Source: an optimization exercise on an open RTL-to-GDS flow (aim: small area, a short achievable clock period and few clock cycles). Production flows keep margins and buffers that such runs may drop. Where RTL was checked, it was by simulation tests only, not by an equivalence proof against the original. Power figures rest on the tool's default switching activity, not on a simulated workload.

== run A ==
==> flow/design.v (excerpt) <==
module batbot_codec (
    input  wire       clk,
    input  wire       rst,           
    input  wire       rx_valid,
    input  wire [7:0] rx_data,
    input  wire       rx_last,
    output wire       rx_ready,
    output wire       tx_valid,
    output wire [7:0] tx_data,
    output wire       tx_last,
    input  wire       tx_ready,
    input  wire [3:0] enc_a,
    input  wire [3:0] enc_b
);
    localparam RB   = 5;             
    localparam RCAP = 25;            
    localparam FB   = 2;             
    localparam FDEP = 4;             
    localparam [1:0] T_ERR = 2'd0, T_SHORT = 2'd1, T_ANGLE = 2'd2, T_ECHO = 2'd3;
    function [15:0] crc_table;
        input [7:0] index;
        integer b;
        reg [15:0] c;
        begin
            c = {index, 8'h00};
            for (b = 0; b < 8; b = b + 1)
                c = c[15] ? ((c << 1) ^ 16'h8005) : (c << 1);
            crc_table = c;
        end
    endfunction
    function [15:0] crc_update;
        input [15:0] accum;
        input [7:0]  data;
        begin
            crc_update = {accum[7:0], 8'h00} ^ crc_table(accum[15:8] ^ data);
        end
    endfunction
    function [15:0] quad_delta;
        input [3:0] index;
        begin
            case (index)
                4'd1, 4'd7, 4'd8, 4'd14:  quad_delta = 16'hFFFF;
                4'd2, 4'd4, 4'd11, 4'd13: quad_delta = 16'h0001;
                default:                  quad_delta = 16'h0000;
  ...
Size in the first run: roughly 2400 cells after synthesis, about 32 I/O pins, ~27000 sq um of cells after synthesis.
Settings: LEC_CHECK=0, CAP_MARGIN=20, CORE_MARGIN=2, CORE_UTILIZATION=50, CTS_BUF_LIST=sky130_fd_sc_hd__clkbuf_16, CTS_CLUSTER_DIAMETER=60, CTS_CLUSTER_SIZE=22, PLACE_DENSITY=0.65, SLEW_MARGIN=20; clock period 10.0 ns.
standard.sh (not shown) runs the stock make flow with config.mk's settings and CLKGATE_MAP_FILE= SYNTH_SCRIPT=/design/flow/synth_recipe.tcl, a recipe that flattens the netlist after the stock synthesis.
==> flow/flow/run.sh <==
#!/bin/bash
# The standard layout, with two changes to how it is made:
#  - the port buffers are buf_4 cells
#  - repair_timing aims for more setup slack than the standard flow does
set -euo pipefail
bash standard.sh \
  "BUFFER_PORTS_ARGS=-buffer_cell sky130_fd_sc_hd__buf_4" \
  SETUP_SLACK_MARGIN=${MARGIN:-6.85} \
  finish > standard.log 2>&1
What run B does differently from run A at the input level:
--- a/flow/design.v
+++ b/flow/design.v
@@ -268,17 +268,17 @@
     reg  [2:0]  dcnt;
     reg         dneg;
     reg  [7:0]  drem;
     reg  [11:0] dq;
     wire        cand_head = f_has && (tp == 3'd0) && h_ang;
     wire        cand_next = (f_cnt >= 2) && (tp != 3'd0) && (f_typ[1] == T_ANGLE);
     wire        dgo       = !dbusy && (cand_head || cand_next);
     wire [1:0]  did       = cand_head ? h_inf[1:0] : f_inf[1][1:0];
-    wire [15:0] tsel = ticks[did_r];
+    wire [15:0] tsel = {drem[3:0], dq};
     wire [15:0] tu   = tsel[15] ? ~tsel : tsel;
     wire [19:0] x18  = {tu, 4'd0} + {3'd0, tu, 1'b0} + (tsel[15] ? 20'd18 : 20'd0);
     wire [10:0] b2   = {1'b0, drem, dq[11], dq[10]};
     wire [10:0] s1   = b2 - 11'd175;
     wire [10:0] s2   = b2 - 11'd350;
     wire [10:0] s3   = b2 - 11'd525;
     wire        ge1  = !s1[10];
     wire        ge2  = !s2[10];
@@ -315,16 +315,19 @@
             dbusy <= 1'b0;
             dph   <= 2'd0;
         end else begin
             if (dgo) begin
                 dbusy <= 1'b1;
                 dph   <= 2'd3;
                 did_r <= did;
             end else if (dph == 2'd3) begin
+                dph   <= 2'd1;
+                {drem, dq} <= {4'd0, ticks[did_r]};
+            end else if (dph == 2'd1) begin
                 dph   <= 2'd2;
                 drem  <= x18[19:12];
                 dq    <= x18[11:0];
                 dneg  <= tsel[15];
                 dcnt  <= 3'd6;
             end else if (dcnt != 3'd0) begin
                 drem  <= rnx;
                 dq    <= {dq[9:0], qd};
--- outcome ---
- Run B | stages: all done | timing, DRC, antenna: all pass
- Compared with run A, in run B clock latency reported for the late side of the worst-skew pair increased by 0.02 ns relative to the old numbers, relative contribution of combinational cells to total power shows an increase of 14 points.
- Area after detailed placement (run B over run A): increase, 0.77%
- Comparing run B and run A, the lower final total power was measured on run A.
- Compared with run A, in run B growth of design area from synthesis to finish went down 0.55 points; die area grew by about 1.2%; final design area excluding fillers climbed 230 sq um; post-synthesis instance area went up by about 1.3%.
- Run A → run B: met2 global-route usage saw an increase; critical path depth saw a decrease; post-route clock period utilization saw a decrease.
Testbench counts of run B, summed over its fixed seeds: cycles 17,791.
Only the layout flow was run in run A; the RTL was not checked for function there.

## re-timing with driven ports
The results above use ideal ports. As a check the final layouts listed here were re-extracted and re-timed, cells and wires unchanged.
Step 1 (the two cells are an assumption about what drives the block):
set clk [get_ports {clk}]
set_driving_cell -lib_cell sky130_fd_sc_hd__clkbuf_16 $clk
set_driving_cell -lib_cell sky130_fd_sc_hd__buf_2 [delete_from_list [all_inputs] $clk]
Step 2 moves the port delays by t, midway between the first and last clock arrival at a register: inputs arrive t later, outputs are due t later. That takes back most of the time a late clock gives input paths.
a / b / c = no drivers / after step 1 / after step 2; a / b = the first two.
run | t, ns | slack for setup (ns) | worst slew at a driven data input, ns | cell pins on the clock port's net
run A | 0.629 | 6.641 / 6.641 / 6.348 | 0.08 | 1
run B | 0.639 | 6.818 / 6.762 / 6.308 | 0.06 | 1
After both steps setup and hold are still met in every run listed. The setup slack of run B, which loses most, moves by -0.056 ns with the drivers and by -0.510 ns with both steps.
